From an optimization exercise on the open Yosys and OpenROAD flow, aimed at small area, a short achievable clock period and few clock cycles per item; shortcuts taken in it are not production practice.

==> 05-03 <==
==> flow/design.v (excerpt) <==
module ydl_angle_engine (
    input  wire        clk,
    input  wire        rst,
    input  wire        hdr_valid,
    output wire        hdr_ready,
    input  wire [15:0] hdr_start_code,
    input  wire [15:0] hdr_end_code,
    input  wire [7:0]  hdr_count,
    input  wire [13:0] hdr_dist_first,
    input  wire [13:0] hdr_dist_last,
    input  wire        smp_valid,
    output wire        smp_ready,
    input  wire [23:0] smp_raw,
    output wire        out_valid,
    input  wire        out_ready,
    output reg  [15:0] out_angle,
    output reg  [13:0] out_dist,
    output reg  [9:0]  out_intensity,
    output reg         out_last
);
clock: 12.0 ns
lec_check: 0
cap_margin: 20
core_margin: 2
core_utilization: 40
slew_margin: 20
run.sh (not shown) runs the stock make flow with config.mk's settings and CLKGATE_MAP_FILE= SYNTH_SCRIPT=/design/flow/synth_recipe.tcl, a recipe that flattens the netlist after the stock synthesis.
==> 10-01: changes against 05-03 <==
- CORE_UTILIZATION: 40 -> 60
==> qor summary <==
metric                                                           10-01        05-03
Via count of the first global-routing pass                       34100        34400
Final period util                                                89.2%        90.6%
Run status                                    timing/DRC/antenna clean  timing/DRC/antenna clean
Die area                                                  0.0936 sq mm  0.140 sq mm
Register-to-register setup slack                               1.30 ns      1.12 ns
Non-clock buffer count                                             170          166
Fill cell total of the finished layout                            6837        12400
Fin cells                                                         6142         6746
Violation count after the first detailed-route iteration          2053         2414
Final estimated routing congestion in global placement           0.894        0.865
Crit path buf inv count                                              5            4
Final Routed Wirelength                                      112000 um    116000 um
TritonCTS buffer count                                              91           93
Via count                                                        34600        34800
Routing usage on met2                                            39.9%        27.0%
Clock Latency Late Sink                                        0.68 ns      0.69 ns
Min setup slack post-route                                     1.30 ns      1.12 ns
Die width                                                       306 um       374 um
Seq/total area                                                   42.1%        41.8%
Fmax                                                          93.4 MHz     92.0 MHz
Data-path buffer share of cell area in the final layout          2.69%        2.60%
Utilization after layout                                         67.4%        45.1%
No functional check of the RTL was part of any run of this note.

---

==> 07-17 <==
ydl_angle_engine, a different RTL version from the one above (not shown whole).
clock: 12.0 ns
lec_check: 0
abc_area: 1
cap_margin: 20
core_margin: 2
core_utilization: 40
slew_margin: 20
==> 05-19: changes against 07-17 <==
--- a/flow/design.v
+++ b/flow/design.v
@@ -5,21 +5,19 @@
     input  wire          in_v,
     input  wire [25:0]   in_pay,
     input  wire [13:0]   in_d,
     input  wire [13:0]   in_dn,      
     input  wire [3:0]    in_sh,      
-    input  wire          in_dz,      
-    input  wire          in_n1,      
     input  wire [20:0]   in_z,
     input  wire          in_conv,
     output wire          out_v,
     output wire [25:0]   out_pay,
     output wire [20:0]   out_z,
     output wire [15:0]   out_ang
 );
     wire [3:0]  sh = in_sh;
-    wire        dz = in_dz;
+    wire        dz = (in_dn == 14'd0);
     wire [13:0] dn = in_dn;
     reg  [17:0] k1, k2;
     always @(*) begin
         case ({dz, sh})
             5'd0: begin k1 = 18'd147; k2 = 18'd195; end
@@ -33,11 +31,11 @@
             5'd8: begin k1 = 18'd37638; k2 = 18'd49930; end
             5'd9: begin k1 = 18'd75275; k2 = 18'd99859; end
             default: begin k1 = 18'd78499; k2 = 18'd202970; end
         endcase
     end
-    wire        m_n1 = in_n1;
+    wire        m_n1 = dz | (in_d >= 14'd25);
     reg  [17:0] kx, ky;
     always @(*) begin
         case ({dz, m_n1, sh})
             6'd0: begin kx = 18'd244; ky = 18'd122; end
             6'd1: begin kx = 18'd489; ky = 18'd243; end
@@ -261,24 +259,27 @@
     wire signed [23:0] xe6 = {6'd0, x_r5};
     wire signed [23:0] xs6 = xe6 >>> 6;
     wire signed [23:0] ys6 = ye6 >>> 6;
     wire [24:0] yc6 = {ye6, 1'b1} + {xs6 ^ {24{~n6}}, ~n6};
     wire [23:0] yn6 = yc6[24:1];
+    wire [24:0] xc6 = {xe6, 1'b1} + {ys6 ^ {24{n6}}, n6};
+    wire [23:0] xn6 = xc6[24:1];
+    wire [17:0] x_i6 = xn6[17:0];
     wire [12:0] y_i6 = yn6[12:0];
     wire n7 = y_i6[12];
     wire signed [23:0] ye7 = $signed(y_i6);
-    wire signed [23:0] xe7 = {6'd0, x_r5};
+    wire signed [23:0] xe7 = {6'd0, x_i6};
     wire signed [23:0] xs7 = xe7 >>> 7;
     wire signed [23:0] ys7 = ye7 >>> 7;
     wire [24:0] yc7 = {ye7, 1'b1} + {xs7 ^ {24{~n7}}, ~n7};
     wire [23:0] yn7 = yc7[24:1];
     wire [11:0] y_i7 = yn7[11:0];
     reg [17:0] x_r7;
     reg [11:0] y_r7;
     reg [20:0] z_r7;
     reg [25:0] pay_r7;
-    always @(posedge clk) if (en) begin x_r7 <= x_r5; y_r7 <= y_i7; z_r7 <= z_r5; pay_r7 <= pay_r5; end
+    always @(posedge clk) if (en) begin x_r7 <= x_i6; y_r7 <= y_i7; z_r7 <= z_r5; pay_r7 <= pay_r5; end
     reg v_r7;
     always @(posedge clk) if (rst) v_r7 <= 1'b0; else if (en) v_r7 <= v_r5;
     reg p1_r7; always @(posedge clk) if (en) p1_r7 <= p1_r5;
     reg p2_r7; always @(posedge clk) if (en) p2_r7 <= p2_r5;
     reg p3_r7; always @(posedge clk) if (en) p3_r7 <= p3_r5;
@@ -708,10 +709,11 @@
     wire       en = ~skid_v;
     assign out_valid = out_v;
     reg  [2:0]  w_st;
     reg  [3:0]  w_cnt;
     reg  [7:0]  w_dv;               
+    reg  [9:0]  w_dv3;              
     reg         w_nb, w_nd;         
     reg  [20:0] w_f;                
     reg  [27:0] w_q;                
     reg  [7:0]  w_r;
     reg         p_v, p_conv;
@@ -719,22 +721,20 @@
     reg  [7:0]  p_n;
     reg  [27:0] p_step;
     reg         e_act, e_conv;
     reg  [7:0]  e_rem;
     reg  [27:0] e_acc, e_step;
-    reg         hdr_rdy_q, smp_rdy_q;   
     wire        w_bub = w_nb & ((w_st == W_S0) | (w_st == W_S1));
-    assign hdr_ready = hdr_rdy_q;       
-    assign smp_ready = smp_rdy_q;       
+    assign hdr_ready = (w_st == W_DONE) & ~p_v;
+    assign smp_ready = en & e_act & ~w_bub;
     wire        hdr_take = hdr_valid & hdr_ready;
     wire        smp_take = smp_valid & smp_ready;
     wire        e_last = (e_rem == 8'd1);
     wire        p_to_e = p_v & (~e_act | (smp_take & e_last));
     reg         r0_v, r0_b, r0_last, r0_conv;
     reg  [13:0] r0_d, r0_dn;
     reg  [3:0]  r0_sh;
-    reg         r0_dz, r0_n1;
     reg  [9:0]  r0_int;
     reg  [20:0] r0_z;
     always @(posedge clk) begin
         if (rst)
             r0_v <= 1'b0;
@@ -758,12 +758,10 @@
         endcase
     end
     always @(posedge clk) begin
         if (en) begin
             r0_sh <= i_sh;
-            r0_dz <= (i_d == 14'd0);
-            r0_n1 <= (i_d == 14'd0) | (i_d >= 14'd25);
             r0_dn <= i_d << i_sh;
             if (w_bub) begin
                 r0_b    <= 1'b1;
                 r0_last <= (w_st == W_S1);
                 r0_conv <= 1'b1;
@@ -791,12 +789,10 @@
         .in_v   (r0_v),
         .in_pay ({r0_b, r0_last, r0_int, r0_d}),
         .in_d   (r0_d),
         .in_dn  (r0_dn),
         .in_sh  (r0_sh),
-        .in_dz  (r0_dz),
-        .in_n1  (r0_n1),
         .in_z   (r0_z),
         .in_conv(r0_conv),
         .out_v  (x_v),
         .out_pay(x_pay),
         .out_z  (x_z),
@@ -840,77 +836,65 @@
             sk_dist  <= x_d;
             sk_int   <= x_int;
             sk_last  <= x_last;
         end
     end
-    wire [8:0]  r2a = {w_r, w_q[27]};
-    wire [9:0]  dfa = {1'b0, r2a} - {2'b0, w_dv};
-    wire        gea = ~dfa[9];
-    wire [7:0]  ra  = gea ? dfa[7:0] : r2a[7:0];
-    wire [8:0]  r2b = {ra, w_q[26]};
-    wire [9:0]  dfb = {1'b0, r2b} - {2'b0, w_dv};
-    wire        geb = ~dfb[9];
-    wire [7:0]  rb  = geb ? dfb[7:0] : r2b[7:0];
+    wire [9:0]  r4a = {w_r, w_q[27:26]};
+    wire [10:0] a1  = {1'b0, r4a} - {3'b0, w_dv};
+    wire [10:0] a2  = {1'b0, r4a} - {2'b0, w_dv, 1'b0};
+    wire [10:0] a3  = {1'b0, r4a} - {1'b0, w_dv3};
+    wire [1:0]  qa  = ~a3[10] ? 2'd3 : ~a2[10] ? 2'd2 : ~a1[10] ? 2'd1 : 2'd0;
+    wire [7:0]  ra  = ~a3[10] ? a3[7:0] : ~a2[10] ? a2[7:0] : ~a1[10] ? a1[7:0] : r4a[7:0];
+    wire [9:0]  r4b = {ra, w_q[25:24]};
+    wire [10:0] b1  = {1'b0, r4b} - {3'b0, w_dv};
+    wire [10:0] b2  = {1'b0, r4b} - {2'b0, w_dv, 1'b0};
+    wire [10:0] b3  = {1'b0, r4b} - {1'b0, w_dv3};
+    wire [1:0]  qb  = ~b3[10] ? 2'd3 : ~b2[10] ? 2'd2 : ~b1[10] ? 2'd1 : 2'd0;
+    wire [7:0]  rb  = ~b3[10] ? b3[7:0] : ~b2[10] ? b2[7:0] : ~b1[10] ? b1[7:0] : r4b[7:0];
     wire        xb_en = en & x_v & x_b;
     wire [20:0] span = x_z - w_f;
     always @(posedge clk) begin
-        if (rst)
+        if (rst) begin
             w_st <= W_IDLE;
-        else
-            w_st <= w_st_n;
-    end
-    always @(posedge clk) begin
-        case (w_st)
-            W_IDLE: if (hdr_valid) begin
-                w_dv <= hdr_count - 8'd1;
-                w_nb <= (hdr_count > 8'd1);
-                w_nd <= (hdr_count > 8'd2);
-            end
-            W_WT: begin
-                if (xb_en) begin
+        end else begin
+            case (w_st)
+                W_IDLE: if (hdr_valid) begin
+                    w_dv <= hdr_count - 8'd1;
+                    w_nb <= (hdr_count > 8'd1);
+                    w_nd <= (hdr_count > 8'd2);
+                    w_st <= W_S0;
+                end
+                W_S0: begin
+                    if (~w_nb)
+                        w_st <= W_DONE;
+                    else if (en)
+                        w_st <= W_S1;
+                end
+                W_S1: if (en) w_st <= W_WT;
+                W_WT: begin
+                    w_dv3 <= {2'b0, w_dv} + {1'b0, w_dv, 1'b0};
+                    if (xb_en) begin
                     if (~x_last)
                         w_f <= x_z;
                     else begin
                         w_q   <= {span, 7'd0};
                         w_r   <= 8'd0;
                         w_cnt <= 4'd0;
+                        w_st  <= w_nd ? W_DIV : W_DONE;
+                    end
                     end
                 end
-            end
-            W_DIV: begin
-                w_q   <= {w_q[25:0], gea, geb};
-                w_r   <= rb;
-                w_cnt <= w_cnt + 4'd1;
-            end
-            default: ;
-        endcase
-    end
-    reg  [2:0] w_st_n;
-    always @(*) begin
-        w_st_n = w_st;
-        case (w_st)
-            W_IDLE: if (hdr_valid) w_st_n = W_S0;
-            W_S0:   if (~w_nb) w_st_n = W_DONE; else if (en) w_st_n = W_S1;
-            W_S1:   if (en) w_st_n = W_WT;
-            W_WT:   if (xb_en & x_last) w_st_n = w_nd ? W_DIV : W_DONE;
-            W_DIV:  if (w_cnt == 4'd13) w_st_n = W_DONE;
-            W_DONE: if (hdr_take) w_st_n = W_IDLE;
-            default: w_st_n = W_IDLE;
-        endcase
-    end
-    wire w_nb_n   = (w_st == W_IDLE & hdr_valid) ? (hdr_count > 8'd1) : w_nb;
-    wire w_bub_n  = w_nb_n & ((w_st_n == W_S0) | (w_st_n == W_S1));
-    wire p_v_n    = hdr_take | (p_v & ~p_to_e);
-    wire e_act_n  = p_to_e | (e_act & ~(smp_take & e_last));
-    wire skid_v_n = skid_v ? ~out_ready : (~out_v | out_ready) ? 1'b0 : res_v;
-    always @(posedge clk) begin
-        if (rst) begin
-            hdr_rdy_q <= 1'b0;
-            smp_rdy_q <= 1'b0;
-        end else begin
-            hdr_rdy_q <= (w_st_n == W_DONE) & ~p_v_n;
-            smp_rdy_q <= ~skid_v_n & e_act_n & ~w_bub_n;
+                W_DIV: begin
+                    w_q   <= {w_q[23:0], qa, qb};
+                    w_r   <= rb;
+                    w_cnt <= w_cnt + 4'd1;
+                    if (w_cnt == 4'd6)
+                        w_st <= W_DONE;
+                end
+                W_DONE: if (hdr_valid & ~p_v) w_st <= W_IDLE;
+                default: w_st <= W_IDLE;
+            endcase
         end
     end
     always @(posedge clk) begin
         if (rst)
             p_v <= 1'b0;
==> notes.md <==
item	05-19	07-17
Source of the worst hold timing path	u_corr.pay_r3[17]	u_corr.p7_r9
Number of clock sinks	970	993
Setup WS pre-CTS	6.25 ns	5.72 ns
Synth Area in Compound Gates	0.0883	0.0855
Signed area change from the synthesized netlist to the final layout	11.8%	12.0%
Cell Count, Final, Fillers Out	8526	7827
Count of plain and timing-repair buffers in the layout	169	161
Total global routing track utilization	0.183	0.175
Setup slack after layout	6.16 ns	6.48 ns
Number of standard-cell rows in the floorplan	143	140
Outcome	timing/DRC/antenna clean	timing/DRC/antenna clean
HPWL reported at the end of detailed placement	111000 um	97600 um
Crit path max-delay cell type	sky130_fd_sc_hd__o31ai_1	sky130_fd_sc_hd__clkdlybuf4s50_1
Number of vias in the routed layout	42.9k	38.9k
Buffering overhead	0.0241	0.0240
Fin nets	7181	6537
Function was not checked in any run of this note: the RTL went through the layout flow alone.

what the ideal ports hide:
Ports are ideal in the flow. The routed layouts listed here were re-timed in OpenROAD. Step 1: set_driving_cell puts a clkbuf_16 on clk and a buf_2 on each other input, an assumption about the parent block. Step 2 also shifts input and output timing later by t, the mid clock arrival at the registers, as if the neighbouring blocks saw the same clock. Three values: ideal, step 1, step 2; two values: the first two.
run | t, ns | slack for setup (ns) | slew at the worst register clock pin (ns)
05-03 | 0.745 | 1.125 / 1.125 / 1.125 | 0.06 / 0.06
10-01 | 0.736 | 1.296 / 1.296 / 1.296 | 0.07 / 0.07
07-17 | 0.778 | 6.481 / 6.533 / 5.755 | 0.08 / 0.08
05-19 | 0.783 | 6.155 / 6.155 / 6.155 | 0.07 / 0.07
After both steps every run listed still meets setup and hold. The setup slack of 07-17, which loses most, moves by +0.052 ns with the drivers and by -0.726 ns with both steps.
